This is an optimization exercise on Yosys and OpenROAD, whose aim is small area, a short achievable clock period and few clock cycles, not a production implementation. Function was checked by simulation only, so behaviour that the tests miss may differ from the original. Power figures rest on the tool's default switching activity, not on a simulated workload.

`design/flow/design.v`:
```
module msync (
    input  wire        clk,
    input  wire        rst,           
    input  wire        cmd_valid,
    output wire        cmd_ready,
    input  wire [31:0] cmd,
    output reg         rsp_valid,
    output reg  [31:0] rsp_data,
    output wire        done,
    output wire        err
);
    localparam NMAX    = 16;
    localparam RAW_CAP = 256;
    localparam MSG_CAP = 32;
    localparam OP_NOP = 4'h0, OP_SRST = 4'h1, OP_WRREG = 4'h2, OP_RDREG = 4'h3,
               OP_START = 4'h4, OP_SAMPLE = 4'h5, OP_SKIP = 4'h6, OP_END = 4'h7,
               OP_CALS = 4'h8, OP_CLRH = 4'h9, OP_RDMSG = 4'hA, OP_RDRAW = 4'hB;
    localparam F_IDLE = 3'd0, F_SEARCH = 3'd1, F_PAYLOAD = 3'd2,
               F_SILENCE = 3'd4, F_DONE = 3'd5, F_UNSYNCED = 3'd6;
    localparam SY_POS = 2'd0, SY_PAT = 2'd1, SY_TONE = 2'd2;
    localparam CL_FIXED = 2'd0, CL_ADAPT = 2'd1, CL_CAL = 2'd2;
    localparam E_ILL = 0, E_ADDR = 1, E_SEQ = 2, E_CFGBUSY = 3, E_CFGVAL = 4,
               E_NOCAL = 5, E_RANGE = 6;
    localparam S_IDLE = 2'd0, S_SCAN = 2'd1, S_EXEC = 2'd2;
    reg [15:0] c_mode, c_pre_start, c_pre_len, c_cap_bits, c_pay_len;
    reg [15:0] c_cls_thr, c_mark_thr, c_glitch, c_win, c_cal_len, c_delta_thr;
    reg [15:0] c_pat, c_pat_len, c_tone_hs, c_tone_f0, c_tone_f1, c_tone_f2;
    reg [15:0] c_tone_f3, c_tone_tol;
    reg [2:0]  fsm;
    reg [31:0] pos, bitcnt, sync_pos, sync_bit;
    reg [31:0] wsum;
    reg [15:0] wcnt;
    reg [15:0] sr;
    reg [7:0]  acc;
    reg [2:0]  bitn;
    reg [5:0]  msg_len;
    reg [8:0]  raw_len;
    reg        nopre, short_f, rawovf, msgovf;
    reg [2:0]  left;
    reg [15:0] glitch_cnt, skip_cnt, drop_cnt, warm_cnt;
    reg [RAW_CAP-1:0]   raw;         
    reg [MSG_CAP*8-1:0] msg;         
    reg [15:0] hist [0:NMAX-1];      
    reg [3:0]  hist_head;
    reg [4:0]  hist_len;
    reg        cal_valid;
    reg [16:0] cal_base2;
    reg [6:0]  errr;
    reg [1:0]  state;
    reg [31:0] creg;                 
    reg        scan_cal;             
    reg        second;               
    assign cmd_ready = (state == S_IDLE);
    assign done = fsm[2];
    assign err  = |errr;
    wire [1:0]  m_sync = c_mode[1:0];
    wire [1:0]  m_cls  = c_mode[5:4];
    wire        m_base = c_mode[8];
    wire [16:0] s_val  = {1'b0, c_pre_start} + {1'b0, c_pre_len};
    wire [15:0] l_val  = (c_pay_len < c_cap_bits) ? c_pay_len : c_cap_bits;
    wire [17:0] sl_val = {1'b0, s_val} + {2'b0, l_val};
    wire        running = (fsm == F_SEARCH) || (fsm == F_PAYLOAD);
    wire        terminal = fsm[2];
    reg  [4:0]  scan_idx;
    reg  signed [20:0] scan_sum;
    reg  signed [15:0] med_a, med_b;
    wire [3:0]  scan_slot = hist_head + scan_idx[3:0];
    wire signed [15:0] scan_x = hist[scan_slot];
    wire [4:0]  t_a = hist_len[0] ? ((hist_len - 5'd1) >> 1) : ((hist_len >> 1) - 5'd1);
    wire [4:0]  t_b = hist_len >> 1;
    reg  [4:0]  rank_lt, rank_le;
    reg  [3:0]  j_rel;
    integer j;
    always @* begin
        rank_lt = 5'd0;
        rank_le = 5'd0;
        for (j = 0; j < NMAX; j = j + 1) begin
            j_rel = j - hist_head;
            if ({1'b0, j_rel} < hist_len) begin
                if ($signed(hist[j]) < scan_x)  rank_lt = rank_lt + 5'd1;
                if ($signed(hist[j]) <= scan_x) rank_le = rank_le + 5'd1;
            end
        end
    end
    wire hit_a = (rank_lt <= t_a) && (t_a < rank_le);
    wire hit_b = (rank_lt <= t_b) && (t_b < rank_le);
    wire scan_last = (scan_idx + 5'd1 == hist_len);
    wire signed [16:0] med2 = med_a + med_b;
    wire [3:0]  op    = creg[31:28];
    wire [7:0]  c_reg = creg[23:16];
    wire [15:0] c_dat = creg[15:0];
    wire signed [15:0] v = c_dat;
    wire glitch_hit = $signed(v) < $signed(c_glitch);
    wire signed [5:0]  n_s      = {1'b0, hist_len};
    wire signed [21:0] n_v      = n_s * v;
    wire signed [21:0] n_dlt    = n_s * $signed(c_delta_thr);
    wire signed [23:0] mean_lhs = n_v - scan_sum;
    wire signed [23:0] mean_rhs = n_dlt;
    wire signed [19:0] med_lhs  = 2 * v - med2;
    wire signed [19:0] cal_lhs  = 2 * v - $signed(cal_base2);
    wire signed [19:0] dlt2     = 2 * $signed(c_delta_thr);
    reg cls_some, cls_bit;
    always @* begin
        cls_some = 1'b0;
        cls_bit  = 1'b0;
        case (m_cls)
            CL_FIXED: begin
                cls_some = 1'b1;
                cls_bit  = $signed(v) > $signed(c_cls_thr);
            end
            CL_ADAPT: begin
                if (hist_len != 5'd0) begin
                    cls_some = 1'b1;
                    cls_bit  = m_base ? (med_lhs >= dlt2) : (mean_lhs >= mean_rhs);
                end
            end
            default: begin
                if (cal_valid) begin
                    cls_some = 1'b1;
                    cls_bit  = cal_lhs >= dlt2;
                end
            end
        endcase
    end
    wire [15:0] f_in = c_dat;
    wire [15:0] d_hs = (f_in > c_tone_hs) ? (f_in - c_tone_hs) : (c_tone_hs - f_in);
    wire [15:0] d_0  = (f_in > c_tone_f0) ? (f_in - c_tone_f0) : (c_tone_f0 - f_in);
    wire [15:0] d_1  = (f_in > c_tone_f1) ? (f_in - c_tone_f1) : (c_tone_f1 - f_in);
    wire [15:0] d_2  = (f_in > c_tone_f2) ? (f_in - c_tone_f2) : (c_tone_f2 - f_in);
    wire [15:0] d_3  = (f_in > c_tone_f3) ? (f_in - c_tone_f3) : (c_tone_f3 - f_in);
    wire tm_hs = d_hs <= c_tone_tol;
    wire tm_0  = d_0 <= c_tone_tol;
    wire tm_1  = d_1 <= c_tone_tol;
    wire tm_2  = d_2 <= c_tone_tol;
    wire tm_3  = d_3 <= c_tone_tol;
    wire       tsym_ok = tm_0 | tm_1 | tm_2 | tm_3;
    wire [1:0] tsym = tm_0 ? 2'd0 : tm_1 ? 2'd1 : tm_2 ? 2'd2 : 2'd3;
    wire cfg_reg = (c_reg <= 8'h0C) || ((c_reg >= 8'h10) && (c_reg <= 8'h15));
    wire sts_reg = (c_reg >= 8'h40) && (c_reg <= 8'h52);
    reg [31:0] rd_reg;
    always @* begin
        case (c_reg)
            8'h00: rd_reg = {16'd0, c_mode};
            8'h01: rd_reg = {16'd0, c_pre_start};
            8'h02: rd_reg = {16'd0, c_pre_len};
            8'h03: rd_reg = {16'd0, c_cap_bits};
            8'h04: rd_reg = {16'd0, c_pay_len};
            8'h05: rd_reg = {16'd0, c_cls_thr};
            8'h06: rd_reg = {16'd0, c_mark_thr};
            8'h07: rd_reg = {16'd0, c_glitch};
            8'h08: rd_reg = {16'd0, c_win};
            8'h09: rd_reg = {16'd0, c_cal_len};
            8'h0A: rd_reg = {16'd0, c_delta_thr};
            8'h0B: rd_reg = {16'd0, c_pat};
            8'h0C: rd_reg = {16'd0, c_pat_len};
            8'h10: rd_reg = {16'd0, c_tone_hs};
            8'h11: rd_reg = {16'd0, c_tone_f0};
            8'h12: rd_reg = {16'd0, c_tone_f1};
            8'h13: rd_reg = {16'd0, c_tone_f2};
            8'h14: rd_reg = {16'd0, c_tone_f3};
            8'h15: rd_reg = {16'd0, c_tone_tol};
            8'h40: rd_reg = {20'd0, left, cal_valid, msgovf, rawovf, short_f, nopre, 1'b0, fsm};
            8'h41: rd_reg = {25'd0, errr};
            8'h42: rd_reg = pos;
            8'h43: rd_reg = {26'd0, msg_len};
            8'h44: rd_reg = {23'd0, raw_len};
            8'h45: rd_reg = sync_pos;
            8'h46: rd_reg = sync_bit;
            8'h47: rd_reg = bitcnt;
            8'h48: rd_reg = {16'd0, glitch_cnt};
            8'h49: rd_reg = {16'd0, skip_cnt};
            8'h4A: rd_reg = {16'd0, drop_cnt};
            8'h4B: rd_reg = {16'd0, warm_cnt};
            8'h4C: rd_reg = {27'd0, hist_len};
            8'h4D: rd_reg = {{15{cal_base2[16]}}, cal_base2};
            8'h4E: rd_reg = wsum;
            8'h4F: rd_reg = {16'd0, wcnt};
            8'h50: rd_reg = NMAX;
            8'h51: rd_reg = RAW_CAP;
            8'h52: rd_reg = MSG_CAP;
            default: rd_reg = 32'd0;
        endcase
    end
    wire       msg_ok = ({10'd0, msg_len} > c_dat);
    reg  [7:0] msg_byte;
    reg  [31:0] raw_sel;
    integer m;
    always @* begin
        msg_byte = 8'd0;
        for (m = 0; m < MSG_CAP; m = m + 1)
            if (c_dat[4:0] == m) msg_byte = msg[8*m +: 8];
        raw_sel = 32'd0;
        for (m = 0; m < RAW_CAP / 32; m = m + 1)
            if (c_dat[2:0] == m) raw_sel = raw[32*m +: 32];
    end
    wire [20:0] raw_base = {c_dat, 5'd0};
    wire        raw_ok = raw_base < {12'd0, raw_len};
    wire [31:0] raw_mask = ({c_dat[2:0]} < raw_len[8:5]) ? 32'hFFFF_FFFF :
                           ({c_dat[2:0]} == raw_len[8:5]) ? ~(32'hFFFF_FFFF >> raw_len[4:0]) :
                           32'd0;
    reg  [31:0] raw_word;
    integer k;
    always @* begin
        for (k = 0; k < 32; k = k + 1)
            raw_word[31-k] = raw_sel[k] & raw_mask[31-k];
    end
    reg wr_legal;
    always @* begin
        case (c_reg)
            8'h00: wr_legal = ((c_dat & 16'hFECC) == 16'd0) && (c_dat[1:0] != 2'd3) &&
                              (c_dat[5:4] != 2'd3);
            8'h08, 8'h09: wr_legal = (c_dat >= 16'd1) && (c_dat <= NMAX);
            8'h0C: wr_legal = (c_dat <= 16'd16);
            default: wr_legal = 1'b1;
        endcase
    end
    reg [2:0]  n_fsm;
    reg [31:0] n_pos, n_bitcnt, n_sync_pos, n_sync_bit, n_wsum;
    reg [15:0] n_wcnt, n_sr;
    reg [7:0]  n_acc;
    reg [2:0]  n_bitn;
    reg [5:0]  n_msg_len;
    reg [8:0]  n_raw_len;
    reg        n_nopre, n_short, n_rawovf, n_msgovf;
    reg [2:0]  n_left;
    reg [15:0] n_glitch_cnt, n_skip_cnt, n_drop_cnt, n_warm_cnt;
    reg        raw_we, msg_we;     
    reg [7:0]  n_acc_full;         
    reg [6:0]  n_err;
    reg        hist_push;          
    reg        hist_clear;         
    reg        cfg_write;          
    reg        start_scan_cal;     
    reg        do_srst;
    reg        rsp_en;
    reg [31:0] rsp_val;
    reg signed [32:0] wcnt_thr;    
    reg        e_en;               
    reg        e_b;                
    reg        need_second;        
    reg        pc_en;              
    always @* begin
        n_fsm = fsm; n_pos = pos; n_bitcnt = bitcnt; n_sync_pos = sync_pos;
        n_sync_bit = sync_bit; n_wsum = wsum; n_wcnt = wcnt; n_sr = sr;
        n_acc = acc; n_bitn = bitn; n_msg_len = msg_len; n_raw_len = raw_len;
        n_nopre = nopre; n_short = short_f; n_rawovf = rawovf; n_msgovf = msgovf;
        n_left = left; n_glitch_cnt = glitch_cnt; n_skip_cnt = skip_cnt;
        n_drop_cnt = drop_cnt; n_warm_cnt = warm_cnt; raw_we = 1'b0; msg_we = 1'b0; n_acc_full = 8'd0;
        n_err = errr;
        hist_push = 1'b0; hist_clear = 1'b0; cfg_write = 1'b0;
        start_scan_cal = 1'b0; do_srst = 1'b0;
        rsp_en = 1'b0; rsp_val = 32'd0;
        e_en = 1'b0; e_b = 1'b0; need_second = 1'b0; pc_en = 1'b0;
        if (second) begin
            e_en = 1'b1;
            e_b  = tsym[0];
        end else case (op)
            OP_NOP: ;
            OP_SRST: do_srst = 1'b1;
            OP_WRREG: begin
                if (running)        n_err[E_CFGBUSY] = 1'b1;
                else if (!cfg_reg)  n_err[E_ADDR] = 1'b1;
                else if (!wr_legal) n_err[E_CFGVAL] = 1'b1;
                else begin
                    cfg_write = 1'b1;
                    if (c_reg == 8'h00 || c_reg == 8'h08 || c_reg == 8'h09)
                        hist_clear = 1'b1;
                end
            end
            OP_RDREG: begin
                rsp_en = 1'b1;
                if (cfg_reg || sts_reg) rsp_val = rd_reg;
                else                    n_err[E_ADDR] = 1'b1;
            end
            OP_START: begin
                if (running) n_err[E_SEQ] = 1'b1;
                else begin
                    n_pos = 32'd0; n_bitcnt = 32'd0; n_sync_pos = 32'd0; n_sync_bit = 32'd0;
                    n_wsum = 32'd0; n_wcnt = 16'd0; n_sr = 16'd0; n_acc = 8'd0; n_bitn = 3'd0;
                    n_msg_len = 6'd0; n_raw_len = 9'd0;
                    n_nopre = 1'b0; n_short = 1'b0; n_rawovf = 1'b0; n_msgovf = 1'b0;
                    n_left = 3'd0;
                    n_glitch_cnt = 16'd0; n_skip_cnt = 16'd0; n_drop_cnt = 16'd0;
                    n_warm_cnt = 16'd0;
                    n_fsm = F_SEARCH;
                    if (m_sync == SY_POS) pc_en = 1'b1;
                    else if (m_sync == SY_PAT && c_pat_len == 16'd0) begin
                        n_fsm = F_PAYLOAD;
                        if (l_val == 16'd0) n_fsm = F_DONE;
                    end
                end
            end
            OP_SAMPLE: begin
                if (fsm == F_IDLE) n_err[E_SEQ] = 1'b1;
                else if (running) begin
                    n_pos = (pos == 32'hFFFF_FFFF) ? pos : pos + 32'd1;
                    if (m_sync == SY_TONE) begin
                        if (fsm == F_SEARCH) begin
                            if (tm_hs) begin
                                n_fsm = F_PAYLOAD;
                                n_sync_pos = n_pos;
                                n_sync_bit = bitcnt;
                            end
                        end else begin
                            if (!tsym_ok) begin
                                if (drop_cnt != 16'hFFFF) n_drop_cnt = drop_cnt + 16'd1;
                            end else begin
                                e_en = 1'b1;
                                e_b  = tsym[1];
                                need_second = 1'b1;
                            end
                        end
                    end else begin
                        if (glitch_hit) begin
                            if (glitch_cnt != 16'hFFFF) n_glitch_cnt = glitch_cnt + 16'd1;
                        end else begin
                            if (m_sync == SY_POS && fsm == F_SEARCH &&
                                {16'd0, c_pre_start} <= pos && pos < {15'd0, s_val}) begin
                                n_wsum = wsum + {{16{v[15]}}, v};
                                n_wcnt = wcnt + 16'd1;
                            end
                            if (m_cls == CL_ADAPT) hist_push = 1'b1;
                            if (!cls_some) begin
                                if (warm_cnt != 16'hFFFF) n_warm_cnt = warm_cnt + 16'd1;
                                if (m_cls == CL_CAL) n_err[E_NOCAL] = 1'b1;
                            end else if (m_sync == SY_PAT || fsm == F_PAYLOAD) begin
                                e_en = 1'b1;
                                e_b  = cls_bit;
                            end
                        end
                        pc_en = 1'b1;
                    end
                end
            end
            OP_SKIP: begin
                if (fsm == F_IDLE) n_err[E_SEQ] = 1'b1;
                else if (running) begin
                    n_pos = (pos == 32'hFFFF_FFFF) ? pos : pos + 32'd1;
                    if (skip_cnt != 16'hFFFF) n_skip_cnt = skip_cnt + 16'd1;
                    pc_en = 1'b1;
                end
            end
            OP_END: begin
                if (fsm == F_IDLE) n_err[E_SEQ] = 1'b1;
                else if (fsm == F_SEARCH) begin
                    if (m_sync == SY_PAT) begin
                        n_nopre = 1'b1;
                        n_fsm = F_UNSYNCED;
                    end else
                        n_fsm = F_SILENCE;
                    n_left = bitn;
                end else if (fsm == F_PAYLOAD) begin
                    if (m_sync != SY_TONE) n_short = 1'b1;
                    n_fsm = F_DONE;
                    n_left = bitn;
                end
            end
            OP_CALS: begin
                if (running || m_cls != CL_CAL) n_err[E_SEQ] = 1'b1;
                else if (glitch_hit) begin
                    if (glitch_cnt != 16'hFFFF) n_glitch_cnt = glitch_cnt + 16'd1;
                end else if (!cal_valid) begin
                    hist_push = 1'b1;
                    if ({11'd0, hist_len} + 16'd1 == c_cal_len) start_scan_cal = 1'b1;
                end
            end
            OP_CLRH: begin
                if (running) n_err[E_SEQ] = 1'b1;
                else hist_clear = 1'b1;
            end
            OP_RDMSG: begin
                rsp_en = 1'b1;
                if (msg_ok) rsp_val = {24'd0, msg_byte};
                else        n_err[E_RANGE] = 1'b1;
            end
            OP_RDRAW: begin
                rsp_en = 1'b1;
                if (raw_ok) rsp_val = raw_word;
                else        n_err[E_RANGE] = 1'b1;
            end
            default: n_err[E_ILL] = 1'b1;
        endcase
        if (e_en) begin
            if (raw_len < RAW_CAP) begin
                raw_we = 1'b1;
                n_raw_len = raw_len + 9'd1;
            end else
                n_rawovf = 1'b1;
            if (bitcnt != 32'hFFFF_FFFF) n_bitcnt = bitcnt + 32'd1;
            if (fsm == F_PAYLOAD) begin
                n_acc = {acc[6:0], e_b};
                n_bitn = bitn + 3'd1;
                n_acc_full = n_acc;
                if (n_bitn == 3'd0) begin
                    if (msg_len < MSG_CAP) begin
                        msg_we = 1'b1;
                        n_msg_len = msg_len + 6'd1;
                    end else
                        n_msgovf = 1'b1;
                    n_acc = 8'd0;
                end
                if (m_sync == SY_PAT && (n_bitcnt - sync_bit) == {16'd0, l_val}) begin
                    n_left = n_bitn;
                    n_fsm = F_DONE;
                end
            end else if (fsm == F_SEARCH) begin
                n_sr = {sr[14:0], e_b};
                if (n_bitcnt >= {16'd0, c_pat_len} &&
                    ((n_sr ^ c_pat) & ~(16'hFFFF << c_pat_len[4:0])) == 16'd0) begin
                    n_fsm = F_PAYLOAD;
                    n_sync_pos = n_pos;
                    n_sync_bit = n_bitcnt;
                    if (l_val == 16'd0) begin
                        n_left = n_bitn;
                        n_fsm = F_DONE;
                    end
                end
            end
        end
        wcnt_thr = $signed({1'b0, n_wcnt}) * $signed(c_mark_thr);
        if (pc_en && m_sync == SY_POS) begin
            if (n_fsm == F_SEARCH && n_pos == {15'd0, s_val}) begin
                if (n_wcnt != 16'd0 && $signed(n_wsum) > wcnt_thr) begin
                    n_fsm = F_PAYLOAD;
                    n_sync_pos = n_pos;
                    n_sync_bit = n_bitcnt;
                    if (l_val == 16'd0) begin
                        n_left = n_bitn;
                        n_fsm = F_DONE;
                    end
                end else begin
                    n_left = n_bitn;
                    n_fsm = F_SILENCE;
                end
            end
            if (n_fsm == F_PAYLOAD && n_pos == {14'd0, sl_val}) begin
                n_left = n_bitn;
                n_fsm = F_DONE;
            end
        end
    end
    wire [31:0] acc_cmd = cmd;
    wire [15:0] acc_v = acc_cmd[15:0];
    wire acc_needs_scan = (acc_cmd[31:28] == OP_SAMPLE) && running && (m_sync != SY_TONE) &&
                          (m_cls == CL_ADAPT) && (hist_len != 5'd0) &&
                          !($signed(acc_v) < $signed(c_glitch));
    integer h;
    always @(posedge clk) begin
        rsp_valid <= 1'b0;
        if (rst) begin
            state <= S_IDLE;
        end else begin
            case (state)
                S_IDLE: begin
                    if (cmd_valid) begin
                        creg     <= cmd;
                        scan_idx <= 5'd0;
                        scan_sum <= 21'sd0;
                        scan_cal <= 1'b0;
                        second   <= 1'b0;
                        state    <= acc_needs_scan ? S_SCAN : S_EXEC;
                    end
                end
                S_SCAN: begin
                    scan_sum <= scan_sum + scan_x;
                    if (hit_a) med_a <= scan_x;
                    if (hit_b) med_b <= scan_x;
                    scan_idx <= scan_idx + 5'd1;
                    if (scan_last) state <= scan_cal ? S_IDLE : S_EXEC;
                end
                default: begin   
                    rsp_valid <= rsp_en;
                    rsp_data  <= rsp_val;
                    second <= need_second;
                    if (start_scan_cal) begin
                        scan_cal <= 1'b1;
                        state    <= S_SCAN;
                    end else if (!need_second)
                        state <= S_IDLE;
                end
            endcase
        end
    end
    always @(posedge clk) begin
        if (rst || (state == S_EXEC && do_srst)) begin
            c_mode <= 16'd0; c_pre_start <= 16'd0; c_pre_len <= 16'd0;
            c_cap_bits <= 16'd0; c_pay_len <= 16'd0; c_cls_thr <= 16'd0;
            c_mark_thr <= 16'd0; c_glitch <= 16'h8000; c_win <= 16'd1;
            c_cal_len <= 16'd1; c_delta_thr <= 16'd0; c_pat <= 16'd0;
            c_pat_len <= 16'd0; c_tone_hs <= 16'd0; c_tone_f0 <= 16'd0;
            c_tone_f1 <= 16'd0; c_tone_f2 <= 16'd0; c_tone_f3 <= 16'd0;
            c_tone_tol <= 16'd0;
            fsm <= F_IDLE; pos <= 32'd0; bitcnt <= 32'd0; sync_pos <= 32'd0;
            sync_bit <= 32'd0; wsum <= 32'd0; wcnt <= 16'd0; sr <= 16'd0;
            acc <= 8'd0; bitn <= 3'd0; msg_len <= 6'd0; raw_len <= 9'd0;
            nopre <= 1'b0; short_f <= 1'b0; rawovf <= 1'b0; msgovf <= 1'b0;
            left <= 3'd0; glitch_cnt <= 16'd0; skip_cnt <= 16'd0;
            drop_cnt <= 16'd0; warm_cnt <= 16'd0;
            hist_head <= 4'd0; hist_len <= 5'd0;
            cal_valid <= 1'b0; cal_base2 <= 17'd0;
            errr <= 7'd0;
        end else if (state == S_EXEC) begin
            fsm <= n_fsm; pos <= n_pos; bitcnt <= n_bitcnt; sync_pos <= n_sync_pos;
            sync_bit <= n_sync_bit; wsum <= n_wsum; wcnt <= n_wcnt; sr <= n_sr;
            acc <= n_acc; bitn <= n_bitn; msg_len <= n_msg_len; raw_len <= n_raw_len;
            nopre <= n_nopre; short_f <= n_short; rawovf <= n_rawovf; msgovf <= n_msgovf;
            left <= n_left; glitch_cnt <= n_glitch_cnt; skip_cnt <= n_skip_cnt;
            drop_cnt <= n_drop_cnt; warm_cnt <= n_warm_cnt;
            errr <= n_err;
            if (cfg_write) begin
                case (c_reg)
                    8'h00: c_mode <= c_dat;
                    8'h01: c_pre_start <= c_dat;
                    8'h02: c_pre_len <= c_dat;
                    8'h03: c_cap_bits <= c_dat;
                    8'h04: c_pay_len <= c_dat;
                    8'h05: c_cls_thr <= c_dat;
                    8'h06: c_mark_thr <= c_dat;
                    8'h07: c_glitch <= c_dat;
                    8'h08: c_win <= c_dat;
                    8'h09: c_cal_len <= c_dat;
                    8'h0A: c_delta_thr <= c_dat;
                    8'h0B: c_pat <= c_dat;
                    8'h0C: c_pat_len <= c_dat;
                    8'h10: c_tone_hs <= c_dat;
                    8'h11: c_tone_f0 <= c_dat;
                    8'h12: c_tone_f1 <= c_dat;
                    8'h13: c_tone_f2 <= c_dat;
                    8'h14: c_tone_f3 <= c_dat;
                    8'h15: c_tone_tol <= c_dat;
                    default: ;
                endcase
            end
            if (hist_clear) begin
                hist_head <= 4'd0; hist_len <= 5'd0;
                cal_valid <= 1'b0; cal_base2 <= 17'd0;
            end else if (hist_push) begin
                if ({11'd0, hist_len} < c_win || m_cls == CL_CAL) begin
                    hist_len <= hist_len + 5'd1;
                end else begin
                    hist_head <= hist_head + 4'd1;
                end
            end
        end else if (state == S_SCAN && scan_cal && scan_last) begin
            cal_base2 <= med2_next;
            cal_valid <= 1'b1;
        end
    end
    wire signed [15:0] med_a_next = hit_a ? scan_x : med_a;
    wire signed [15:0] med_b_next = hit_b ? scan_x : med_b;
    wire signed [16:0] med2_next  = med_a_next + med_b_next;
    wire [15:0] raw_dec_hi = 16'd1 << raw_len[7:4];
    wire [15:0] raw_dec_lo = 16'd1 << raw_len[3:0];
    integer w;
    always @(posedge clk) begin
        if (!rst && state == S_EXEC) begin
            for (w = 0; w < RAW_CAP; w = w + 1)
                if (raw_we && raw_dec_hi[w / 16] && raw_dec_lo[w % 16]) raw[w] <= e_b;
            for (w = 0; w < MSG_CAP; w = w + 1)
                if (msg_we && msg_len == w) msg[8*w +: 8] <= n_acc_full;
        end
    end
    wire [3:0] push_slot = hist_head + hist_len[3:0];
    always @(posedge clk) begin
        if (!rst && state == S_EXEC && !do_srst && !hist_clear && hist_push)
            hist[push_slot] <= c_dat;
    end
endmodule
```
`design/flow/run.sh`:
```
#!/bin/bash
# synth_recipe.tcl (not shown) runs the flow's synth.tcl, then flattens the netlist and writes it again
# the make line also repeats each setting of config.mk as NAME=value (left out here)
make -C /OpenROAD-flow-scripts/flow DESIGN_CONFIG=/design/flow/config.mk WORK_HOME=/design/flow/orfs CLKGATE_MAP_FILE= SYNTH_SCRIPT=/design/flow/synth_recipe.tcl finish
```
`design/flow/config.mk`:
```
export PLATFORM = sky130hd
export DESIGN_NAME = msync
export DESIGN_NICKNAME = msync
export VERILOG_FILES = /design/flow/design.v
export SDC_FILE = /design/flow/constraint.sdc
export NUM_CORES = 4
export LEC_CHECK = 0
export CAP_MARGIN = 20
export CORE_MARGIN = 2
export CORE_UTILIZATION = 40
export SLEW_MARGIN = 20
```
`design/flow/constraint.sdc`:
```
create_clock -name core_clock -period 20.0 [get_ports {clk}]
set_input_delay 4.0000 -clock core_clock [delete_from_list [all_inputs] [get_ports {clk}]]
set_output_delay 4.0000 -clock core_clock [all_outputs]
set_load 0.01 [all_outputs]
```
==> results.txt <==
cell families (layout without fill, tap and decap cells):
group                    count (synthesis)  after routing  share of synthesized area (%)
AO/OA/AOI/OAI                         3141           3141                           17.9
XOR/XNOR                               516            516                           4.18
adder cells (fa/ha/maj)               1547           1547                           19.0
buffers and inverters                 1565           1664                           5.11
flip-flops                            1519           1519                           34.0
multiplexers                           321            321                           3.99
other                                    0             12                              0
AND/OR/NAND/NOR                       3978           3978                           15.9
metrics by stage:
stage	utilization, %	TNS, ps
2_1_floorplan	-	0
3_3_place_gp	42.2	0
3_5_place_dp	42.2	0
4_1_cts	44.3	0
5_1_grt	44.4	-178
6_report	44.4	0
worst max-delay path, delay by kind of cell, from the launching register on:
| kind | cells | cell delay (ps) |
|---|---|---|
| simple gates | 20 | 3020 |
| fa+ha+maj | 20 | 6160 |
| flops | 1 | 430 |
| mux | 8 | 2140 |
| buf+inv | 8 | 1000 |
| compound gates | 31 | 5450 |
| xor+xnor | 3 | 560 |
final timing paths:
kind	startpoint	end	slack, ps	depth (start not counted)
worst max register to register	scan_idx[0]$_SDFFCE_PN0P_	cal_base2[15]$_SDFFE_PP0P_	1050	90
worst min-delay path	c_mode[2]$_SDFFE_PP0P_	c_mode[2]$_SDFFE_PP0P_	460	1
worst max-delay path	scan_idx[0]$_SDFFCE_PN0P_	cal_base2[15]$_SDFFE_PP0P_	1050	90
worst min register to register	c_mode[2]$_SDFFE_PP0P_	c_mode[2]$_SDFFE_PP0P_	460	1
power by group through the flow:
stage | registers (mW) | clock network [mW] | logic, mW
final | 3.43 | 3.40 | 1.37
after global routing | 3.43 | 3.53 | 1.47
after CTS | 3.42 | 3.42 | 1.33
after detailed placement | 3.49 | 0 | 1.32
after global placement | 3.49 | 0 | 1.32
after floorplan | 3.47 | 0 | 0.872
final cells by class:
type / count / area, sq um
inverter: 943 / 3540
clock inverter: 97 / 1040
fill: 27836 / 160000
antenna: 12 / 30.0
tap: 3781 / 4730
clock buffer: 235 / 4910
multi-input combinational: 9503 / 71000
timing repair buffer: 389 / 3270
sequential: 1519 / 39300
cell usage in the layout, fill, tap and decap left out, drive strengths merged, types with 218 or more instances in the layout:
cell / netlist / layout
nand2: 1378 / 1378
ha: 1196 / 1196
nor2: 1119 / 1119
inv: 939 / 952
a21oi: 927 / 927
edfxtp: 888 / 888
dfxtp: 631 / 631
o21ai: 488 / 488
fa: 350 / 350
xnor2: 342 / 342
buf: 75 / 323
a21o: 291 / 291
a22oi: 262 / 262
nand3: 261 / 261
clkbuf: 547 / 235
and2: 228 / 228
nor3: 218 / 218
Yosys cell counts (35+ instances only):
| cell type | n |
|---|---|
| mux4_2 | 106 |
| xnor2_1 | 332 |
| nor2b_1 | 128 |
| a211oi_1 | 142 |
| nand4_1 | 214 |
| o211ai_1 | 64 |
| o2111ai_1 | 35 |
| clkbuf_1 | 546 |
| nor3_1 | 218 |
| inv_1 | 938 |
| a31oi_1 | 110 |
| a21o_1 | 291 |
| a21oi_1 | 925 |
| o22ai_1 | 66 |
| o21bai_1 | 109 |
| a22oi_1 | 262 |
| edfxtp_1 | 888 |
| mux2i_1 | 161 |
| o21ai_0 | 470 |
| nand2_1 | 1377 |
| a222oi_1 | 38 |
| and3_1 | 69 |
| a22o_1 | 108 |
| o21a_1 | 102 |
| nor4_1 | 80 |
| nand3_1 | 261 |
| or3_1 | 41 |
| fa_1 | 350 |
| ha_1 | 1196 |
| nor2_1 | 1117 |
| and2_1 | 226 |
| dfxtp_1 | 631 |
| nand2b_1 | 101 |
| xor2_1 | 160 |
| mux2_2 | 50 |
| buf_1 | 61 |
| a221oi_1 | 99 |
what timing repair did:
action	4_1_cts	5_1_grt
hold endpoints to repair	0	0
hold buffers	0	0
gates resized for setup	0	22
buffers inserted	0	17
setup endpoints to repair	0	9
metal layers:
layer / up-vias / wire length, microns / track usage (%)
met1: 48564 / 178000 / 38.4
li1: 45322 / - / -
met4: 8 / 28200 / 15.7
met5: - / 54 / 0
met2: 4885 / 193000 / 45.3
met3: 1079 / 39600 / 4.96
==> metrics.csv <==
stage,metric,value,unit
status,status,no timing/DRC/antenna violations,
power_and_ir_drop,register share of total power,41.8,%
synthesis,cell taking the most area after synthesis,edfxtp_1,
power_and_ir_drop,maximum VDD drop,0.0000658,V
finish,final std cells w/o fill,16479,
global_routing,GRT Util Overall,29.1,%
synthesis,distinct cell type count after synthesis,117,
placement,dpl cells,16118,
global_routing,GRT overflow,0,
finish,share of layout cells above drive strength 1,7.44,%
setup_path,Critical Path Max Stage Delay,950,ps
sta,"Slew Viols, Final",0,
finish,# nets final,14119,
clocking,H-tree depth,4,
clocking,clock sink count,1519,
sta,period utilisation layout,94.7,%
synthesis,ys async rst share,0,%
routing,vias per inst,6.06,
clocking,TritonCTS Buffers,182,
clocking,Clock Latency Late Sink,900,ps
synthesis,Mapped Area,0.116,sq mm
power_and_ir_drop,combinational share of power,16.7,%
floorplanning,Row Count,197,
global_routing,first-pass GRT wire length,640000,microns
sta,min Tclk post-route,18950,ps
clocking,clk buf depth,4,
synthesis,"top cells by area, synth","edfxtp_1, ha_1, dfxtp_1",
routing,DRT Wirelength,439000,microns
setup_path,"most used cell, CP",ha_1,
sta,# setup viols final,0,
floorplanning,Core Box Area,0.288,sq mm
setup_path,"Req. time, crit path",20730,ps
placement,I/O Buffers,66,
floorplanning,die area,0.294,sq mm
job,max cap viols,0,
power_and_ir_drop,Cell Int Power,5.77,mW
synthesis,yosys warns,1,
floorplanning,DIE HEIGHT,542,microns
setup_path,worst-path fanout max,8,
routing,drt wl/cell,26.6,microns
setup_path,"Slowest-stage cell, CP",fa_4,
sta,hold slack,458,ps
clocking,TritonCTS clock tree,done,
clocking,"Clk pin slew, worst setup/hold paths",60,ps
finish,Final Instance Area,0.128,sq mm
synthesis,Synthesized Nets,14168,
hold_path,Hold Crit Class,reg -> reg,
sta,Slew @ Worst Pin,1280,ps
placement,hpwl dp,321000,microns
finish,area grow syn2layout,10.5,%
power_and_ir_drop,clock share of power,41.5,%
placement,DP Worst Slack,371,ps
setup_path,Worst EP arrival,19670,ps
synthesis,"Avg Cell Area, Syn",9.19,sq um
sta,fmax,0.0528,GHz
floorplanning,Die Wd,542,microns
routing,router iterations before antenna repair,7,
setup_path,CP endpoint kind,flip-flop,
global_routing,initial antenna violation count,18,
sta,post-route setup slack,1050,ps
synthesis,"EDFF count, synth",888,
global_routing,pin count of the biggest net entering global routing,258,
power_and_ir_drop,Psw,2.42,mW
synthesis,Synth top area share,23.1,%
synthesis,Mapped Cells,12587,
routing,DRC violations left,0,
routing,ANT nets after route,0,
power_and_ir_drop,Sw Ratio,29.6,%
floorplanning,Initial Util,40.2,%
placement,Area after DPL,0.122,sq mm
finish,largest registers,"hist (256), msg (256), raw (256)",
placement,GP Congestion,1.01,
sta,clk_skew,61.0,ps
global_routing,vias in the first global route,94356,
power_and_ir_drop,Design Power,8.20,mW
routing,First DRT Iteration DRCs,11751,
sta,Slew HR,13.8,%
sta,Final Hold Fails,0,
synthesis,sequential share of the synthesized area,34.0,%
synthesis,#FFs+latches synth,1519,
clocking,root buf cell,clkbuf_16,
floorplanning,# IOs,71,
setup_path,critical path type,reg -> reg,
setup_path,startpoint type of the worst setup path,flip-flop,
power_and_ir_drop,Power Density,64.1,mW/mm^2
synthesis,"Top FF cell, synth",edfxtp_1,
power_and_ir_drop,LEAKAGE,50.3,nW
routing,routed vias,99858,
Testbench counts, summed over its fixed seeds: cycles 50,140.

[afterwards: timing with drivers on the ports]
The flow's constraints put no driver on any port. The routed layout listed below was extracted and timed again, unchanged, in two steps.
Step 1, drivers: a clkbuf_16 drives clk and a buf_2 each remaining input, both assumed.
Step 2 adds t to the input delays and takes it off the output delays; t is the mean of the earliest and latest rising clock arrival at the registers after step 1. Input paths then give back, and output paths get back, about the clock's delay inside the block.
a / b / c = no drivers / after step 1 / after step 2; a / b = the first two.
t (ns): 0.973
setup WS [ns]: 1.052 / 1.052 / 1.052
latest minus earliest clock arrival (ns): 0.064 / 0.064
worst data-port slew with drivers (ns): 0.17
cell pins on the clock port's net: 1
After both steps setup and hold are still met in this run. The setup slack of this run moves by 0.000 ns with the drivers and by 0.000 ns with both steps.
